What follows belongs to an exercise in optimizing a design on an open flow for small area, a short achievable clock period and few clock cycles per item; a production flow would make more cautious choices.
The RTL was checked by simulation tests, not by an equivalence proof against the original design.

==> run a: inputs <==
==> flow/design.v <==
module dxt_dist (
    input  wire [7:0] x0,
    input  wire [7:0] x1,
    output wire       neg,
    output wire [7:0] dd
);
    wire [8:0] d10 = {1'b0, x1} - {1'b0, x0};
    wire [7:0] d01 = x0 - x1;
    assign neg = d10[8];
    assign dd  = neg ? d01 : d10[7:0];
endmodule
module dxt_color_lerp (
    input  wire       four,
    input  wire [7:0] x0,
    input  wire [7:0] x1,
    output wire [7:0] p2,
    output wire [7:0] p3
);
    localparam [4095:0] T_sdiv3 = 4096'h00fffffffefefefdfdfdfcfcfcfbfbfbfafafaf9f9f9f8f8f8f7f7f7f6f6f6f5f5f5f4f4f4f3f3f3f2f2f2f1f1f1f0f0f0efefefeeeeeeedededecececebebebeaeaeae9e9e9e8e8e8e7e7e7e6e6e6e5e5e5e4e4e4e3e3e3e2e2e2e1e1e1e0e0e0dfdfdfdedededddddddcdcdcdbdbdbdadadad9d9d9d8d8d8d7d7d7d6d6d6d5d5d5d4d4d4d3d3d3d2d2d2d1d1d1d0d0d0cfcfcfcecececdcdcdcccccccbcbcbcacacac9c9c9c8c8c8c7c7c7c6c6c6c5c5c5c4c4c4c3c3c3c2c2c2c1c1c1c0c0c0bfbfbfbebebebdbdbdbcbcbcbbbbbbbababab9b9b9b8b8b8b7b7b7b6b6b6b5b5b5b4b4b4b3b3b3b2b2b2b1b1b1b0b0b0afafafaeaeaeadadadacacacababab55555454545353535252525151515050504f4f4f4e4e4e4d4d4d4c4c4c4b4b4b4a4a4a4949494848484747474646464545454444444343434242424141414040403f3f3f3e3e3e3d3d3d3c3c3c3b3b3b3a3a3a3939393838383737373636363535353434343333333232323131313030302f2f2f2e2e2e2d2d2d2c2c2c2b2b2b2a2a2a2929292828282727272626262525252424242323232222222121212020201f1f1f1e1e1e1d1d1d1c1c1c1b1b1b1a1a1a1919191818181717171616161515151414141313131212121111111010100f0f0f0e0e0e0d0d0d0c0c0c0b0b0b0a0a0a0909090808080707070606060505050404040303030202020101010000;
    function automatic [7:0] sdiv3;
        input [8:0] i;
        sdiv3 = T_sdiv3[8*i +: 8];
    endfunction
    wire [8:0] d  = {1'b0, x1} - {1'b0, x0};
    wire [8:0] d1 = d + 9'd1;
    wire [7:0] s  = four ? sdiv3(d) : d1[8:1];
    assign p2 = x0 + s;
    assign p3 = (x1 - s) & {8{four}};
endmodule
module dxt_alpha_pal (
    input  wire        eight,
    input  wire [7:0]  a0,
    input  wire [7:0]  a1,
    input  wire [7:0]  add,
    output wire [47:0] ap
);
    localparam [191:0] T_t71 = 192'h249000007fffff6db6d6db6d9249236db6d2492449249000;
    function automatic [2:0] t71;
        input [5:0] i;
        t71 = T_t71[3*i +: 3];
    endfunction
    localparam [255:0] T_t72 = 256'h221111000ffffeeeddddcccbbbbaaa9999888777766655554443333222111100;
    function automatic [3:0] t72;
        input [5:0] i;
        t72 = T_t72[4*i +: 4];
    endfunction
    localparam [319:0] T_t73 = 320'hdef5ace718c5ef6b56b5a527394a518c20f7bdce6b58c62d6a52529420e7318c52908318c4208400;
    function automatic [4:0] t73;
        input [5:0] i;
        t73 = T_t73[5*i +: 5];
    endfunction
    localparam [95:0] T_u51 = 96'hdb6b6db2491b6da492249200;
    function automatic [2:0] u51;
        input [4:0] i;
        u51 = T_u51[3*i +: 3];
    endfunction
    localparam [127:0] T_u52 = 128'hcccbbaaa998887766655444332221100;
    function automatic [3:0] u52;
        input [4:0] i;
        u52 = T_u52[4*i +: 4];
    endfunction
    wire [4:0] h  = add[7:3];
    wire [5:0] s7 = {1'b0, h} + {3'd0, add[2:0]};
    wire [6:0] h3 = {2'd0, h} + {1'b0, h, 1'b0};
    wire [3:0] H  = add[7:4];
    wire [4:0] s5 = {1'b0, H} + {1'b0, add[3:0]};
    wire [5:0] H3 = {2'd0, H} + {1'b0, H, 1'b0};
    wire [2:0] T1 = t71(s7);
    wire [3:0] T2 = t72(s7);
    wire [4:0] T3 = t73(s7);
    wire [2:0] U1 = u51(s5);
    wire [3:0] U2 = u52(s5);
    wire [7:0] ci  = {7'd0, eight};
    wire [7:0] nci = {7'd0, !eight};
    wire [7:0] x2  = eight ? ~{3'd0, h} : {2'd0, H3};
    wire [7:0] y2  = eight ? ~{5'd0, T1} : {5'd0, U1};
    wire [7:0] b2  = a0 + x2 + ci;
    wire [7:0] ap2 = b2 + y2 + ci;
    wire [7:0] x3  = eight ? ~{2'd0, h, 1'b0} : {1'b0, H3, 1'b0};
    wire [7:0] y3  = eight ? ~{4'd0, T2} : {4'd0, U2};
    wire [7:0] b3  = a0 + x3 + ci;
    wire [7:0] ap3 = b3 + y3 + ci;
    wire [7:0] x4  = eight ? ~{1'b0, h3} : ~{1'b0, H3, 1'b0};
    wire [7:0] y4  = eight ? ~{3'd0, T3} : ~{4'd0, U2};
    wire [7:0] b4  = (eight ? a0 : a1) + x4 + 8'd1;
    wire [7:0] ap4 = b4 + y4 + 8'd1;
    wire [7:0] x5  = eight ? {1'b0, h3} : ~{2'd0, H3};
    wire [7:0] y5  = eight ? {3'd0, T3} : ~{5'd0, U1};
    wire [7:0] b5  = a1 + x5 + nci;
    wire [7:0] ap5 = b5 + y5 + nci;
    wire [7:0] b6  = a1 + {2'd0, h, 1'b0};
    wire [7:0] ap6 = (b6 + {4'd0, T2}) & {8{eight}};
    wire [7:0] b7  = a1 + {3'd0, h};
    wire [7:0] ap7 = (b7 + {5'd0, T1}) | {8{!eight}};
    assign ap = {ap7, ap6, ap5, ap4, ap3, ap2};
endmodule
module dxt_block_decoder (
    input  wire         clk,
    input  wire         rst,         
    input  wire         in_valid,
    output wire         in_ready,
    input  wire         in_fmt,      
    input  wire [127:0] in_data,
    output reg          out_valid,
    input  wire         out_ready,
    output wire [511:0] out_px
);
    reg  v1;
    wire adv = !out_valid || out_ready;
    assign in_ready = adv;
    always @(posedge clk) begin
        if (rst) begin
            v1        <= 1'b0;
            out_valid <= 1'b0;
        end else if (adv) begin
            v1        <= in_valid;
            out_valid <= v1;
        end
    end
    wire [7:0]  ia0   = in_data[7:0];
    wire [7:0]  ia1   = in_data[15:8];
    wire        four1 = in_data[15:0] > in_data[31:16];
    wire        aneg;
    wire [7:0]  iadd;
    dxt_dist u_ad (.x0(ia0), .x1(ia1), .neg(aneg), .dd(iadd));
    wire [47:0] asx;
    genvar k;
    generate
        for (k = 0; k < 16; k = k + 1) begin : g_as
            wire t = !four1 && in_data[32+2*k +: 2] == 2'd3;
            assign asx[3*k +: 3] = in_fmt ? in_data[16+3*k +: 3] : {2'b11, !t};
        end
    endgenerate
    reg         four_q, eight_q;
    reg [15:0]  c0_q, c1_q;
    reg [31:0]  cs_q;
    reg [7:0]   a0_q, a1_q, ad_q;
    reg [47:0]  as_q;
    always @(posedge clk) begin
        if (adv) begin
            four_q  <= in_fmt | four1;
            eight_q <= in_fmt & aneg;
            c0_q    <= in_fmt ? in_data[79:64]  : in_data[15:0];
            c1_q    <= in_fmt ? in_data[95:80]  : in_data[31:16];
            cs_q    <= in_fmt ? in_data[127:96] : in_data[63:32];
            a0_q    <= ia0;
            a1_q    <= ia1;
            ad_q    <= iadd;
            as_q    <= asx;
        end
    end
    wire [23:0] x0 = {c0_q[4:0], c0_q[4:2], c0_q[10:5], c0_q[10:9], c0_q[15:11], c0_q[15:13]};
    wire [23:0] x1 = {c1_q[4:0], c1_q[4:2], c1_q[10:5], c1_q[10:9], c1_q[15:11], c1_q[15:13]};
    wire [23:0] p2, p3;
    wire [47:0] ap;
    generate
        for (k = 0; k < 3; k = k + 1) begin : g_ch
            dxt_color_lerp u_cl (.four(four_q), .x0(x0[8*k +: 8]), .x1(x1[8*k +: 8]),
                                 .p2(p2[8*k +: 8]), .p3(p3[8*k +: 8]));
        end
    endgenerate
    dxt_alpha_pal u_ap (.eight(eight_q), .a0(a0_q), .a1(a1_q), .add(ad_q), .ap(ap));
    reg [15:0] pc0_q, pc1_q;
    reg [23:0] pc2_q, pc3_q;
    reg [63:0] pa_q;
    reg [31:0] ps_q;
    reg [47:0] pt_q;
    always @(posedge clk) begin
        if (adv) begin
            pc0_q <= c0_q;
            pc1_q <= c1_q;
            pc2_q <= p2;
            pc3_q <= p3;
            pa_q  <= {ap, a1_q, a0_q};
            ps_q  <= cs_q;
            pt_q  <= as_q;
        end
    end
    wire [23:0] e0 = {pc0_q[4:0], pc0_q[4:2], pc0_q[10:5], pc0_q[10:9], pc0_q[15:11], pc0_q[15:13]};
    wire [23:0] e1 = {pc1_q[4:0], pc1_q[4:2], pc1_q[10:5], pc1_q[10:9], pc1_q[15:11], pc1_q[15:13]};
    generate
        for (k = 0; k < 16; k = k + 1) begin : g_px
            wire [1:0] ci = ps_q[2*k +: 2];
            wire [2:0] ai = pt_q[3*k +: 3];
            reg  [23:0] col;
            always @(*) begin
                case (ci)
                    2'd0: col = e0;
                    2'd1: col = e1;
                    2'd2: col = pc2_q;
                    default: col = pc3_q;
                endcase
            end
            wire [7:0] alp = pa_q[8*ai +: 8];
            assign out_px[32*k +: 32] = {alp, col};
        end
    endgenerate
endmodule
==> flow/flow/run.sh <==
#!/bin/bash
# The standard layout (the standard.sh, unchanged synthesis), with two
# changes to how it is made:
#  - buffer_ports puts plain buffers (buf_2) on the ports instead of the
#    default delay-buffer cell;
set -euo pipefail
export BUFFER_PORTS_ARGS="-buffer_cell sky130_fd_sc_hd__buf_2"
export SETUP_SLACK_MARGIN=6.5
bash standard.sh > standard_flow.log 2>&1
==> flow/standard.sh <==
#!/bin/bash
# synth_recipe.tcl (not shown) runs the flow's synth.tcl, then flattens the netlist and writes it again
# the make line also repeats each setting of config.mk as NAME=value (left out here)
make -C /OpenROAD-flow-scripts/flow DESIGN_CONFIG=/design/flow/config.mk WORK_HOME=/design/flow/orfs CLKGATE_MAP_FILE= SYNTH_SCRIPT=/design/flow/synth_recipe.tcl "${@:-finish}"
==> flow/config.mk <==
export PLATFORM = sky130hd
export DESIGN_NAME = dxt_block_decoder
export DESIGN_NICKNAME = dxt_block_decoder
export VERILOG_FILES = /design/flow/design.v
export SDC_FILE = /design/flow/constraint.sdc
export NUM_CORES = 4
export LEC_CHECK = 0
export ABC_AREA = 1
export CAP_MARGIN = 20
export CORE_MARGIN = 2
export CORE_UTILIZATION = 45
export SLEW_MARGIN = 20
==> flow/constraint.sdc <==
create_clock -name core_clock -period 12.0 [get_ports {clk}]
set_input_delay 2.4000 -clock core_clock [delete_from_list [all_inputs] [get_ports {clk}]]
set_output_delay 2.4000 -clock core_clock [all_outputs]
set_load 0.01 [all_outputs]
==> run b (differences from run a) <==
--- a/flow/design.v
+++ b/flow/design.v
@@ -17,14 +17,17 @@
     output wire [7:0] p3
 );
-    localparam [4095:0] T_sdiv3 = 4096'h00fffffffefefefdfdfdfcfcfcfbfbfbfafafaf9f9f9f8f8f8f7f7f7f6f6f6f5f5f5f4f4f4f3f3f3f2f2f2f1f1f1f0f0f0efefefeeeeeeedededecececebebebeaeaeae9e9e9e8e8e8e7e7e7e6e6e6e5e5e5e4e4e4e3e3e3e2e2e2e1e1e1e0e0e0dfdfdfdedededddddddcdcdcdbdbdbdadadad9d9d9d8d8d8d7d7d7d6d6d6d5d5d5d4d4d4d3d3d3d2d2d2d1d1d1d0d0d0cfcfcfcecececdcdcdcccccccbcbcbcacacac9c9c9c8c8c8c7c7c7c6c6c6c5c5c5c4c4c4c3c3c3c2c2c2c1c1c1c0c0c0bfbfbfbebebebdbdbdbcbcbcbbbbbbbababab9b9b9b8b8b8b7b7b7b6b6b6b5b5b5b4b4b4b3b3b3b2b2b2b1b1b1b0b0b0afafafaeaeaeadadadacacacababab55555454545353535252525151515050504f4f4f4e4e4e4d4d4d4c4c4c4b4b4b4a4a4a4949494848484747474646464545454444444343434242424141414040403f3f3f3e3e3e3d3d3d3c3c3c3b3b3b3a3a3a3939393838383737373636363535353434343333333232323131313030302f2f2f2e2e2e2d2d2d2c2c2c2b2b2b2a2a2a2929292828282727272626262525252424242323232222222121212020201f1f1f1e1e1e1d1d1d1c1c1c1b1b1b1a1a1a1919191818181717171616161515151414141313131212121111111010100f0f0f0e0e0e0d0d0d0c0c0c0b0b0b0a0a0a0909090808080707070606060505050404040303030202020101010000;
-    function automatic [7:0] sdiv3;
-        input [8:0] i;
-        sdiv3 = T_sdiv3[8*i +: 8];
+    localparam [1791:0] T_div3 = 1792'hab56a54a94e9d3a54a951a346850a13e7cf9d3a74d9b3664c992e5cb952a5499326448911e3c78d1a3458b16244890e1c3850a141830604080fdfbf7cf9f3d7af5e3c78eddbb74e9d3972e5c3870ddbb76cd9b356ad5a3468cd9b364c993162c583060bd7af5cb972d5ab562c58ad5ab54a952952a5428509d3a74c993254a95224488d1a344891214285020407cf9f3c78f1d3a74e1c386cd9b3468d193264c18305cb972c58b152a54a14284c99324489112244810203c78f1c3870d1a3460c182c58b14285091224408101c3870c183050a14204080c18304081010204000;
+    function automatic [6:0] div3;
+        input [7:0] i;
+        div3 = T_div3[7*i +: 7];
     endfunction
-    wire [8:0] d  = {1'b0, x1} - {1'b0, x0};
-    wire [8:0] d1 = d + 9'd1;
-    wire [7:0] s  = four ? sdiv3(d) : d1[8:1];
-    assign p2 = x0 + s;
-    assign p3 = (x1 - s) & {8{four}};
+    wire       neg;
+    wire [7:0] dd;
+    dxt_dist u_d (.x0(x0), .x1(x1), .neg(neg), .dd(dd));
+    wire [7:0] u  = {1'b0, div3(dd)};
+    wire [7:0] w  = four ? u : {1'b0, dd[7:1]};
+    wire       ci = neg | (!four & dd[0]);
+    assign p2 = x0 + (w ^ {8{neg}}) + {7'd0, ci};
+    assign p3 = (x1 + (w ^ {8{!neg}}) + {7'd0, !neg}) & {8{four}};
 endmodule
 module dxt_alpha_pal (
@@ -63,34 +66,20 @@
     wire [5:0] s7 = {1'b0, h} + {3'd0, add[2:0]};
     wire [6:0] h3 = {2'd0, h} + {1'b0, h, 1'b0};
+    wire [7:0] f1 = {3'd0, h} + {5'd0, t71(s7)};
+    wire [7:0] f2 = {2'd0, h, 1'b0} + {4'd0, t72(s7)};
+    wire [7:0] f3 = {1'b0, h3} + {3'd0, t73(s7)};
     wire [3:0] H  = add[7:4];
     wire [4:0] s5 = {1'b0, H} + {1'b0, add[3:0]};
     wire [5:0] H3 = {2'd0, H} + {1'b0, H, 1'b0};
-    wire [2:0] T1 = t71(s7);
-    wire [3:0] T2 = t72(s7);
-    wire [4:0] T3 = t73(s7);
-    wire [2:0] U1 = u51(s5);
-    wire [3:0] U2 = u52(s5);
-    wire [7:0] ci  = {7'd0, eight};
-    wire [7:0] nci = {7'd0, !eight};
-    wire [7:0] x2  = eight ? ~{3'd0, h} : {2'd0, H3};
-    wire [7:0] y2  = eight ? ~{5'd0, T1} : {5'd0, U1};
-    wire [7:0] b2  = a0 + x2 + ci;
-    wire [7:0] ap2 = b2 + y2 + ci;
-    wire [7:0] x3  = eight ? ~{2'd0, h, 1'b0} : {1'b0, H3, 1'b0};
-    wire [7:0] y3  = eight ? ~{4'd0, T2} : {4'd0, U2};
-    wire [7:0] b3  = a0 + x3 + ci;
-    wire [7:0] ap3 = b3 + y3 + ci;
-    wire [7:0] x4  = eight ? ~{1'b0, h3} : ~{1'b0, H3, 1'b0};
-    wire [7:0] y4  = eight ? ~{3'd0, T3} : ~{4'd0, U2};
-    wire [7:0] b4  = (eight ? a0 : a1) + x4 + 8'd1;
-    wire [7:0] ap4 = b4 + y4 + 8'd1;
-    wire [7:0] x5  = eight ? {1'b0, h3} : ~{2'd0, H3};
-    wire [7:0] y5  = eight ? {3'd0, T3} : ~{5'd0, U1};
-    wire [7:0] b5  = a1 + x5 + nci;
-    wire [7:0] ap5 = b5 + y5 + nci;
-    wire [7:0] b6  = a1 + {2'd0, h, 1'b0};
-    wire [7:0] ap6 = (b6 + {4'd0, T2}) & {8{eight}};
-    wire [7:0] b7  = a1 + {3'd0, h};
-    wire [7:0] ap7 = (b7 + {5'd0, T1}) | {8{!eight}};
+    wire [7:0] g1 = {2'd0, H3} + {5'd0, u51(s5)};
+    wire [7:0] g2 = {1'b0, H3, 1'b0} + {4'd0, u52(s5)};
+    wire [7:0] t1  = eight ? f1 : g1;
+    wire [7:0] t2  = eight ? f2 : g2;
+    wire [7:0] ap2 = a0 + (t1 ^ {8{eight}}) + {7'd0, eight};
+    wire [7:0] ap3 = a0 + (t2 ^ {8{eight}}) + {7'd0, eight};
+    wire [7:0] ap4 = eight ? a0 - f3 : a1 - g2;
+    wire [7:0] ap5 = eight ? a1 + f3 : a1 - g1;
+    wire [7:0] ap6 = (a1 + f2) & {8{eight}};
+    wire [7:0] ap7 = (a1 + f1) | {8{!eight}};
     assign ap = {ap7, ap6, ap5, ap4, ap3, ap2};
 endmodule
==> run c (differences from run a) <==
--- a/flow/design.v
+++ b/flow/design.v
@@ -108,5 +108,5 @@
     reg  v1;
     wire adv = !out_valid || out_ready;
-    assign in_ready = adv;
+    assign in_ready = out_ready;
     always @(posedge clk) begin
         if (rst) begin
@@ -114,5 +114,5 @@
             out_valid <= 1'b0;
         end else if (adv) begin
-            v1        <= in_valid;
+            v1        <= in_valid && in_ready;
             out_valid <= v1;
         end
==> flow/flow/run.sh (replaced) <==
#!/bin/bash
# The standard layout (the standard.sh, unchanged synthesis), with two
# changes to how it is made:
#  - buffer_ports puts plain buffers (buf_1) on the ports instead of the
#    default delay-buffer cell;
set -euo pipefail
export BUFFER_PORTS_ARGS="-buffer_cell sky130_fd_sc_hd__buf_1"
export SETUP_SLACK_MARGIN=7.0
bash standard.sh > standard_flow.log 2>&1
==> run d (differences from run a) <==
--- a/flow/design.v
+++ b/flow/design.v
@@ -108,5 +108,5 @@
     reg  v1;
     wire adv = !out_valid || out_ready;
-    assign in_ready = adv;
+    assign in_ready = out_ready;
     always @(posedge clk) begin
         if (rst) begin
@@ -114,5 +114,5 @@
             out_valid <= 1'b0;
         end else if (adv) begin
-            v1        <= in_valid;
+            v1        <= in_valid && in_ready;
             out_valid <= v1;
         end
==> flow/flow/run.sh (replaced) <==
#!/bin/bash
# The standard layout (the standard.sh, unchanged synthesis), with two
# changes to how it is made:
#  - buffer_ports puts plain buffers (buf_1) on the ports instead of the
#    default delay-buffer cell;
set -euo pipefail
export BUFFER_PORTS_ARGS="-buffer_cell sky130_fd_sc_hd__buf_1"
export SETUP_SLACK_MARGIN=7.0
bash standard.sh > standard_flow.log 2>&1
CTS_CLUSTER_DIAMETER = 120   (was unset)
CTS_CLUSTER_SIZE = 30   (was unset)
==> results.cfg <==
[outcome]
status = complete, no violations

[cells_and_area]
multi_input_gates = 4362
multi_input_area_share = 0.555
diodes = 8

[clock_network]
cts_resized = 9
Source of the figures above: run b

==> results.cfg <==
[cells_and_area]
multi_input_gates = 4426
multi_input_area_share = 0.561
diodes = 4

[outcome]
status = complete, no violations

[synthesis]
synthTopCellsByCount = nand2_1, o21ai_0, a21oi_1

[clock_network]
cts_resized = 0

[power_and_ir_drop]
pg_comb_mw = 6.66
Source of the figures above: run a

==> results.cfg <==
[outcome]
status = complete, no violations

[cells_and_area]
diodes = 7
multi_input_gates = 4409
multi_input_area_share = 0.576

[routing]
wl_met2_um = 79000

[clock_network]
cts_tree = yes
cts_resized = 25

[worst_setup_path]
crit_path_top_delay_cell = o21ai_0
Source of the figures above: run d

==> results.cfg <==
[outcome]
status = complete, no violations

[cells_and_area]
multi_input_area_share = 0.566
multi_input_gates = 4409

[clock_network]
cts_resized = 33
Source of the figures above: run c

Testbench counts of run a, summed over its fixed seeds: cycles 3,216, items 3,200.
Testbench counts of run b, summed over its fixed seeds: cycles 3,216, items 3,200.
Testbench counts of run c, summed over its fixed seeds: cycles 3,216, items 3,200.
Testbench counts of run d, summed over its fixed seeds: cycles 3,216, items 3,200.

==> static timing again, ports no longer ideal <==
The results above use ideal ports. As a check the final layouts listed here were re-extracted and re-timed, cells and wires unchanged. Step 1 assumes that a clkbuf_16 drives the clock port and a buf_2 every other input. Step 2 times the ports against the registers' clock, not the clock port: input delays grow and output delays shrink by t, the midpoint of the rising clock arrivals with the driver on. Slacks: no drivers / after step 1 / after step 2; pairs: no drivers / after step 1.
| run | t (ns) | slack for setup (ns) | hold slack, ns | slew at the worst register clock pin (ns) | cell pins on the clock port's net |
|---|---|---|---|---|---|
| run a | 0.619 | 6.451 / 6.389 / 6.520 | 0.419 / 0.419 / 0.419 | 0.07 / 0.07 | 1 |
| run b | 0.661 | 6.479 / 6.406 / 6.573 | 0.417 / 0.417 / 0.417 | 0.07 / 0.07 | 1 |
| run c | 0.639 | 6.963 / 6.889 / 6.942 | 0.394 / 0.394 / 0.394 | 0.07 / 0.07 | 1 |
| run d | 0.612 | 6.953 / 6.886 / 6.941 | 0.408 / 0.408 / 0.408 | 0.12 / 0.12 | 1 |
After both steps every run listed still meets setup and hold. For run c, which loses most, drivers alone change the setup slack by -0.074 ns; drivers and shift together by -0.021 ns.
